Context: an optimization exercise on an open-source flow, tuned for a short achievable clock period and few clock cycles. The choices shown serve that exercise and are no tape-out recipe.
Where RTL was checked, it was by simulation tests only, not by an equivalence proof against the original.
No driver is modelled on the clock port, so clock power and skew are understated where the tree is cut down; a real chip needs a root buffer or a tree.
Power is estimated from default activity; no workload was simulated.

## ssq_symdec
module ssq_symdec (
    input  wire        clk,
    input  wire        rst,
    input  wire        in_valid,
    output wire        in_ready,
    input  wire [7:0]  in_data,
    input  wire        in_last,
    output reg         out_valid,
    input  wire        out_ready,
    output reg  [7:0]  out_data,
    output reg         out_last,
    output reg  [1:0]  out_err,
    output reg  [15:0] out_err_pos,
    output reg  [7:0]  out_err_val,
    output reg  [2:0]  out_pad
);
make LEC_CHECK=0 CAP_MARGIN=20 CORE_MARGIN=2 CORE_UTILIZATION=40 SLEW_MARGIN=20 finish   # period 5.0 ns
run.sh (not shown) runs the stock make flow with config.mk's settings and CLKGATE_MAP_FILE= SYNTH_SCRIPT=/design/flow/synth_recipe.tcl, a recipe that flattens the netlist after the stock synthesis.
The starting point completed with no timing, DRC or antenna violations.
Change:
- SETUP_SLACK_MARGIN: unset -> 2.8
Outcome: Non-clock buffer count grows by 95. Count of clock-buffer cells in the layout falls by 2. Via count went up by 3.8%. Combinational power increases by 33%.
Function was not checked in any run of this note: the RTL went through the layout flow alone.

* * *

## v40
ssq_symdec, a different RTL version from the one above (not shown whole).
Size: roughly 1900 cells after synthesis, about 700 flip-flops, ~53 I/O pins.
Settings: LEC_CHECK=0, CAP_MARGIN=20, CORE_MARGIN=2, CORE_UTILIZATION=40, CTS_CLUSTER_DIAMETER=40, CTS_CLUSTER_SIZE=30, SETUP_SLACK_MARGIN=3.0, SLEW_MARGIN=20; clock period 5.0 ns.
Testbench counts of v40, summed over its fixed seeds: cycles 69,251.
Modified inputs, v56 compared to v40
- a change of CTS_CLUSTER_SIZE from 30 to 50
- a change of CTS_CLUSTER_DIAMETER from 40 to 60
The non-clock buffer count in v56 was lower than what v40 gave. Going from v40 to v56, combinational fraction of design power up 1.6 points, worst-case reg-to-reg path depth lost 1, number of distinct library cells after synthesis closely matched the old numbers, clock group share of total power lost 14 points. Summary of v56 over v40: wire length of the first global-routing pass shrank by 1.6 mm, final worst hold slack held steady. Run comparison: v56 worst setup path endpoint out_err_val[3]; v40 worst setup path endpoint out_err_pos[6]. Global-route usage (v56 over v40): decrease, 0.36 points. Least setup slack across all paths after layout on v56 is ahead of v40. TritonCTS buffer count (v56 over v40): decrease, 51.
Here is what was changed in the inputs of v6 compared with v56.
- CORE_UTILIZATION: 40 -> 65
- CTS_CLUSTER_DIAMETER: 60 -> unset
- CTS_CLUSTER_SIZE: 50 -> unset
## What came out
v6 went all the way through synthesis, placement and routing and the layout is clean on timing, DRC and antenna.
Die area went down by more than a quarter going from v56 to v6.
Relative to v56, relative contribution of the clock network to total power has increased by 8.1 points in v6.
Compared with v56, in v6 switching power lost 2.4%; aggregate routed wire length moved down; overall power of the completed layout went up 13%.
Input-level comparison between v20 and v6:
- CORE_UTILIZATION now 40, was 65
==> comparison <==
- After detailed routing, v6 needs less wire than v20.
- Looking at cell row count across v20 and v6, the one that comes out lower is v6.
- Against v6, total power of the final layout in v20 fell slightly.
- When v20 is measured against v6, its share of the cycle needed by the critical path after routing turns out 0.35 points higher.
- v6 → v20: core area shows an increase of 62%, final cell count shows an increase of 347.
- Number of global-route vias before repair: v20 vs v6 up 0.83%
- Multi-input logic cell count: v20 vs v6, no meaningful difference
- In v20 the met3 usage turned out 0.66 points lower than in v6.
- Final design instance area without fill for v20: 560 um^2 up relative to v6
- v20 ended up with out_err_pos[4]$_DFFE_PP_ as its critical path launch point; v6 ended up with skid_v$_SDFFE_PP0P_.

* * *

== job 1597 ==
ssq_symdec, a different RTL version from the one above (not shown whole).
Size: ~2,500 cells after synthesis, ~30,000 µm² of cells after synthesis.
clock: 5.0 ns
lec_check: 0
cap_margin: 20
core_margin: 2
core_utilization: 55
setup_slack_margin: 3.4
slew_margin: 20
standard.sh (not shown) runs the stock make flow with config.mk's settings and CLKGATE_MAP_FILE= SYNTH_SCRIPT=/design/flow/synth_recipe.tcl, a recipe that flattens the netlist after the stock synthesis.
==> flow/flow/run.sh <==
#!/bin/bash
# Standard layout, except that:
#  - the port buffers are buf_4 (the resizer sizes them later), and
#  - the clock tree is built by flow/tree.tcl (a two-level tree of clkinv_16)
#    in place of clock_tree_synthesis.
# Each step's output goes to a log file of its own in this folder.
set -euo pipefail
here=$(pwd)
ports="BUFFER_PORTS_ARGS=-buffer_cell sky130_fd_sc_hd__buf_4"

bash standard.sh synth > log_1_synth.txt 2>&1
bash standard.sh "$ports" place > log_2_place.txt 2>&1

# ORFS's scripts with cts.tcl swapped for ours, used for the CTS step only
rm -rf "$here/cts_scripts"
cp -r "$FLOW_HOME/scripts" "$here/cts_scripts"
cp "$here/flow/cts.tcl" "$here/cts_scripts/cts.tcl"
FLOW_TREE_TCL="$here/flow/tree.tcl" bash standard.sh "$ports" do-4_1_cts do-4_cts \
  SCRIPTS_DIR="$here/cts_scripts" > log_3_cts.txt 2>&1

bash standard.sh "$ports" finish > log_4_finish.txt 2>&1
==> flow/flow/cts.tcl <==
utl::set_metrics_stage "cts__{}"
source $::env(SCRIPTS_DIR)/load.tcl
source $::env(SCRIPTS_DIR)/lec_check.tcl
erase_non_stage_variables cts
load_design 3_place.odb 3_place.sdc
source_step_tcl PRE CTS

# Clone clock tree inverters next to register loads
# so cts does not try to buffer the inverted clocks.
repair_clock_inverters

proc save_progress { stage } {
  puts "Run 'make gui_$stage.odb' to load progress snapshot"
  orfs_write_db $::env(RESULTS_DIR)/$stage.odb
  orfs_write_sdc $::env(RESULTS_DIR)/$stage.sdc
}

# Run CTS
set cts_args [list \
  -sink_clustering_enable \
  -repair_clock_nets]

append_env_var cts_args CTS_BUF_DISTANCE -distance_between_buffers 1
append_env_var cts_args CTS_CLUSTER_SIZE -sink_clustering_size 1
append_env_var cts_args CTS_CLUSTER_DIAMETER -sink_clustering_max_diameter 1
append_env_var cts_args CTS_BUF_LIST -buf_list 1
append_env_var cts_args CTS_LIB_NAME -library 1


if { [env_var_exists_and_non_empty CTS_ARGS] } {
  set cts_args $::env(CTS_ARGS)
}

set_dont_use $::env(DONT_USE_CELLS)

# A two-level clock tree instead of clock_tree_synthesis: the clock port
# drives 4 root inverters, each drives the leaf inverters of its quarter of
# the die, and each leaf inverter drives about 28 flip-flops.
source $::env(FLOW_TREE_TCL)
build_clock_tree clk 4 28 sky130_fd_sc_hd__clkinv_16 sky130_fd_sc_hd__clkinv_16

utl::push_metrics_stage "cts__{}__pre_repair_timing"
log_cmd estimate_parasitics -placement
if { $::env(DETAILED_METRICS) } {
  report_metrics 4 "cts pre-repair-timing"
}
utl::pop_metrics_stage

set_placement_padding -global \
  -left $::env(CELL_PAD_IN_SITES_DETAIL_PLACEMENT) \
  -right $::env(CELL_PAD_IN_SITES_DETAIL_PLACEMENT)

set result [catch { detailed_placement } msg]
if { $result != 0 } {
  save_progress 4_1_error
  error "Detailed placement failed in CTS: $msg"
}

log_cmd estimate_parasitics -placement

if { $::env(CTS_SNAPSHOTS) } {
  save_progress 4_1_pre_repair_hold_setup
}

if { !$::env(SKIP_CTS_REPAIR_TIMING) } {
  if { $::env(EQUIVALENCE_CHECK) } {
    write_eqy_verilog 4_before_rsz.v
  }
  if { $::env(LEC_CHECK) } {
    write_lec_verilog 4_before_rsz_lec.v
  }

  repair_timing_helper

  if { $::env(EQUIVALENCE_CHECK) } {
    run_equivalence_test
  }
  if { $::env(LEC_CHECK) } {
    write_lec_verilog 4_after_rsz_lec.v
    run_lec_test 4_rsz 4_before_rsz_lec.v 4_after_rsz_lec.v
  }

  set result [catch { detailed_placement } msg]
  if { $result != 0 } {
    save_progress 4_1_error
    error "Detailed placement failed in CTS: $msg"
  }

  check_placement -verbose
}

report_metrics 4 "cts final"

source_step_tcl POST CTS

orfs_write_db $::env(RESULTS_DIR)/4_1_cts.odb
orfs_write_sdc $::env(RESULTS_DIR)/4_cts.sdc
Other scripts of this flow, unchanged in this note and not shown: flow/flow/tree.tcl
Testbench counts of job 1597, summed over its fixed seeds: cycles 69,243.
The following lists how job 3805 was set up differently from job 1597:
--- a/flow/flow/cts.tcl
+++ b/flow/flow/cts.tcl
@@ -37,5 +37,5 @@
 # drives 4 root inverters, each drives the leaf inverters of its quarter of
-# the die, and each leaf inverter drives about 28 flip-flops.
+# the die, and each leaf inverter drives about 35 flip-flops.
 source $::env(FLOW_TREE_TCL)
-build_clock_tree clk 4 28 sky130_fd_sc_hd__clkinv_16 sky130_fd_sc_hd__clkinv_16
+build_clock_tree clk 4 35 sky130_fd_sc_hd__clkinv_16 sky130_fd_sc_hd__clkinv_16
 
Results
- Setup slack, job 3805 and job 1597: larger value in job 3805
- Compared with job 1597, job 3805 shows a routed wire length that is 1.7% lower.
- Final area ended up about 1.3% lower on job 3805 than on job 1597.
- Wire length of the first global-routing pass for job 3805: 2300 µm down relative to job 1597
- Against job 1597, overall power after layout in job 3805 fell by a few percent.
#### Input delta (job 6718 over job 3805)
- a change of SETUP_SLACK_MARGIN from 3.4 to 3.3
- a change of CORE_UTILIZATION from 55 to 60
## What came out
Job 6718 | stages: all done | timing, DRC, antenna: all pass. Placeable core region down about 9% in job 6718 wrt job 3805. Global-route usage (higher): job 6718. met3 capacity usage during global routing in job 6718 is 1.3 points higher than in job 3805.
--- input diff job 6718..job 7046 ---
- a change of CORE_UTILIZATION from 60 to 55
- a change of SETUP_SLACK_MARGIN from 3.3 to 3.4
--- a/flow/flow/cts.tcl
+++ b/flow/flow/cts.tcl
@@ -37,5 +37,5 @@
 # drives 4 root inverters, each drives the leaf inverters of its quarter of
-# the die, and each leaf inverter drives about 35 flip-flops.
+# the die, and each leaf inverter drives about 45 flip-flops.
 source $::env(FLOW_TREE_TCL)
-build_clock_tree clk 4 35 sky130_fd_sc_hd__clkinv_16 sky130_fd_sc_hd__clkinv_16
+build_clock_tree clk 4 45 sky130_fd_sc_hd__clkinv_16 sky130_fd_sc_hd__clkinv_16
 
==> summary.txt <==
In the metrics for job 6718 and job 7046, the one carrying the lower worst setup skew after layout is job 6718.
Logic gate share of total power: job 7046 higher than job 6718
Summary — first-iteration DRC count, job 7046 relative to job 6718: lower, by about 5%.
Global-route usage: job 6718 and job 7046 compared, higher one is job 6718
Looking at launching element of the worst setup path, the out_err_val[6]$_DFF_P_ result is from job 6718; the out_err_pos[2]$_DFF_P_ one comes from job 7046.
In every run of this note, the design's own scripts or RTL, not TritonCTS, make the clock network.

* * *

run A:
ssq_symdec, a different RTL version from the one above (not shown whole).
Size in the first run: roughly 2300 cells after synthesis, roughly 53 I/O pins, about 29000 sq um of cells after synthesis.
clock: 5.0 ns
lec_check: 0
cap_margin: 20
core_margin: 2
core_utilization: 45
setup_slack_margin: 3.5
slew_margin: 20
Scripts as last shown in full above: flow/flow/run.sh
Other scripts of this flow, unchanged in this note and not shown: flow/flow/cts.tcl, flow/flow/tree.tcl
Testbench counts of run A, summed over its fixed seeds: cycles 69,235.
Edits applied to the flow inputs when going from run A to run B:
- swapping 3.5 for 3.6 in SETUP_SLACK_MARGIN
- swapping 45 for 55 in CORE_UTILIZATION
Notes after the runs:
Run B — hold slack 0.0049 ns lower, run A as reference
The final standard cell count with taps included and fillers excluded reported for run B is smaller than that of run A by 4.1%.
[run B] width of the die fell about 9% relative to run A
Per the comparison of run B with run A, standby leakage power picked up an extra 1.9%, power picked up an extra 0.32%, met1 track demand over resource in global routing picked up an extra 7.8 points, critical-path maximum fanout picked up an extra 2.
Going from run A to run B, the die area was shrunk.
### run B -> run C
- SETUP_SLACK_MARGIN: 3.6 -> 3.4
Findings:
- Changes observed in run C relative to run B: final cell count moved down; total power of the final layout now smaller; minimum setup slack among reg-to-reg paths moved up.
- Lower met2 track demand over resource in global routing goes to run C over run B.
- Taking run B over run C, the worst ir drop on vdd ratio works out to 0.923.
- Length in cells of the worst reg-to-reg path, run C and run B, higher one = run B.
No run of this note takes its clock network from TritonCTS; it comes from the design's own scripts or RTL.

* * *

ssq_symdec, a different RTL version from the one above (not shown whole).
Size in the first run: ~990 flip-flops, about 53 I/O pins, roughly 41000 um^2 of cells after synthesis.
make LEC_CHECK=0 CAP_MARGIN=20 CORE_MARGIN=2 CORE_UTILIZATION=40 SETUP_SLACK_MARGIN=3.2 SLEW_MARGIN=20 finish   # period 5.0 ns
run.sh (not shown) runs the stock make flow with config.mk's settings and CLKGATE_MAP_FILE= SYNTH_SCRIPT=/design/flow/synth_recipe.tcl, a recipe that flattens the netlist after the stock synthesis.
Stock flow here: none of the scripts above is used.
Change:
SETUP_SLACK_MARGIN = 2.8   (was 3.2)
What happened: Setup slack improves by 0.016 ns. Wire length came out lower by about 9%. Maximum frequency came out higher by about 0.6%. Combinational power came out lower by about 27%. Utilization came out lower by 3.3 points. Critical path depth stays the same. Total power came out lower by 1.3%.
No functional check of the RTL was part of any run of this note.

* * *

## main
Another version of the RTL of ssq_symdec (not shown whole).
Size in the first run: roughly 53 I/O pins.
clock: 5.0 ns
lec_check: 0
cap_margin: 20
core_margin: 2
core_utilization: 55
setup_slack_margin: 3.4
slew_margin: 20
standard.sh (not shown) runs the stock make flow with config.mk's settings and CLKGATE_MAP_FILE= SYNTH_SCRIPT=/design/flow/synth_recipe.tcl, a recipe that flattens the netlist after the stock synthesis.
==> flow/flow/cts.tcl <==
utl::set_metrics_stage "cts__{}"
source $::env(SCRIPTS_DIR)/load.tcl
source $::env(SCRIPTS_DIR)/lec_check.tcl
erase_non_stage_variables cts
load_design 3_place.odb 3_place.sdc
source_step_tcl PRE CTS

# Clone clock tree inverters next to register loads
# so cts does not try to buffer the inverted clocks.
repair_clock_inverters

proc save_progress { stage } {
  puts "Run 'make gui_$stage.odb' to load progress snapshot"
  orfs_write_db $::env(RESULTS_DIR)/$stage.odb
  orfs_write_sdc $::env(RESULTS_DIR)/$stage.sdc
}

# Run CTS
set cts_args [list \
  -sink_clustering_enable \
  -repair_clock_nets]

append_env_var cts_args CTS_BUF_DISTANCE -distance_between_buffers 1
append_env_var cts_args CTS_CLUSTER_SIZE -sink_clustering_size 1
append_env_var cts_args CTS_CLUSTER_DIAMETER -sink_clustering_max_diameter 1
append_env_var cts_args CTS_BUF_LIST -buf_list 1
append_env_var cts_args CTS_LIB_NAME -library 1


if { [env_var_exists_and_non_empty CTS_ARGS] } {
  set cts_args $::env(CTS_ARGS)
}

set_dont_use $::env(DONT_USE_CELLS)

# A two-level clock tree instead of clock_tree_synthesis: the clock port
# drives 4 root inverters, each drives the leaf inverters of its quarter of
# the die, and each leaf inverter drives about 45 flip-flops.
source $::env(FLOW_TREE_TCL)
build_clock_tree clk 4 45 sky130_fd_sc_hd__clkinv_16 sky130_fd_sc_hd__clkinv_16

utl::push_metrics_stage "cts__{}__pre_repair_timing"
log_cmd estimate_parasitics -placement
if { $::env(DETAILED_METRICS) } {
  report_metrics 4 "cts pre-repair-timing"
}
utl::pop_metrics_stage

set_placement_padding -global \
  -left $::env(CELL_PAD_IN_SITES_DETAIL_PLACEMENT) \
  -right $::env(CELL_PAD_IN_SITES_DETAIL_PLACEMENT)

set result [catch { detailed_placement } msg]
if { $result != 0 } {
  save_progress 4_1_error
  error "Detailed placement failed in CTS: $msg"
}

log_cmd estimate_parasitics -placement

if { $::env(CTS_SNAPSHOTS) } {
  save_progress 4_1_pre_repair_hold_setup
}

if { !$::env(SKIP_CTS_REPAIR_TIMING) } {
  if { $::env(EQUIVALENCE_CHECK) } {
    write_eqy_verilog 4_before_rsz.v
  }
  if { $::env(LEC_CHECK) } {
    write_lec_verilog 4_before_rsz_lec.v
  }

  repair_timing_helper

  if { $::env(EQUIVALENCE_CHECK) } {
    run_equivalence_test
  }
  if { $::env(LEC_CHECK) } {
    write_lec_verilog 4_after_rsz_lec.v
    run_lec_test 4_rsz 4_before_rsz_lec.v 4_after_rsz_lec.v
  }

  set result [catch { detailed_placement } msg]
  if { $result != 0 } {
    save_progress 4_1_error
    error "Detailed placement failed in CTS: $msg"
  }

  check_placement -verbose
}

report_metrics 4 "cts final"

source_step_tcl POST CTS

orfs_write_db $::env(RESULTS_DIR)/4_1_cts.odb
orfs_write_sdc $::env(RESULTS_DIR)/4_cts.sdc
Scripts as last shown in full above: flow/flow/run.sh
Other scripts of this flow, unchanged in this note and not shown: flow/flow/tree.tcl
main finished every step from synthesis to the final layout, and the layout passed the timing, DRC and antenna checks.
The inputs of the feature branch differ from those of main as listed below.
-- flow/flow/cts.tcl --
<<< main, line 37
# drives 4 root inverters, each drives the leaf inverters of its quarter of
# the die, and each leaf inverter drives about 45 flip-flops.
source $::env(FLOW_TREE_TCL)
build_clock_tree clk 4 45 sky130_fd_sc_hd__clkinv_16 sky130_fd_sc_hd__clkinv_16

>>> the feature branch, line 37
# drives 4 root inverters, each drives the leaf inverters of its quarter of
# the die, and each leaf inverter drives about 35 flip-flops.
source $::env(FLOW_TREE_TCL)
build_clock_tree clk 4 35 sky130_fd_sc_hd__clkinv_16 sky130_fd_sc_hd__clkinv_16

--- outcome ---
Every run in the comparison, main and the feature branch, completed the flow with a clean layout. Of main and the feature branch, the run reporting the higher headroom to the max-slew limit was main. Compared with main, in the feature branch final worst setup slack fell by 0.045 ns; clock period minus worst slack went up 0.045 ns.
Function was not checked in any run of this note: the RTL went through the layout flow alone. In every run of this note, the design's own scripts or RTL, not TritonCTS, make the clock network.

[port drivers added, routing unchanged]
In the flow no input, the clock included, has a driving cell. The finished layouts below were timed again as built, in two steps.
Step 1 sets driving cells, clkbuf_16 on the clock port and buf_2 on the other inputs (assumed; they add their load-dependent delay and slew).
Step 2 moves the port delays by t, midway between the first and last clock arrival at a register: inputs arrive t later, outputs are due t later. That takes back most of the time a late clock gives input paths.
a / b / c = no drivers / after step 1 / after step 2; a / b = the first two.
| run | t (ns) | setup WS [ns] | latest minus earliest clock arrival (ns) |
|---|---|---|---|
| the first run of note 1 | 0.704 | 1.297 / 1.297 / 1.297 | 0.032 / 0.031 |
| the second run of note 1 | 0.726 | 2.317 / 2.317 / 2.317 | 0.043 / 0.043 |
| v40 | 0.674 | 2.811 / 2.751 / 2.509 | 0.024 / 0.024 |
| v56 | 0.643 | 2.846 / 2.785 / 2.529 | 0.040 / 0.040 |
| v6 | 0.623 | 2.854 / 2.824 / 2.542 | 0.020 / 0.019 |
| v20 | 0.653 | 2.836 / 2.775 / 2.533 | 0.022 / 0.021 |
| job 1597 | 0.576 | 3.216 / 2.955 / 2.735 | 0.028 / 0.030 |
| job 3805 | 0.541 | 3.267 / 3.008 / 2.700 | 0.039 / 0.040 |
| job 6718 | 0.528 | 3.239 / 2.989 / 2.829 | 0.027 / 0.027 |
| job 7046 | 0.520 | 3.270 / 3.012 / 2.735 | 0.030 / 0.031 |
| run A | 0.543 | 3.186 / 2.996 / 2.887 | 0.042 / 0.044 |
| run B | 0.536 | 3.190 / 3.015 / 2.909 | 0.024 / 0.024 |
| run C | 0.532 | 3.243 / 3.013 / 2.996 | 0.026 / 0.026 |
| the first run of note 5 | 0.736 | 2.283 / 2.283 / 2.283 | 0.033 / 0.033 |
| the second run of note 5 | 0.738 | 2.298 / 2.298 / 2.298 | 0.029 / 0.029 |
| main | 0.512 | 3.155 / 3.001 / 2.966 | 0.031 / 0.031 |
| the feature branch | 0.528 | 3.111 / 3.013 / 2.959 | 0.030 / 0.031 |
After both steps every run listed still meets setup and hold. For job 3805, which loses most, drivers alone change the setup slack by -0.259 ns; drivers and shift together by -0.567 ns.
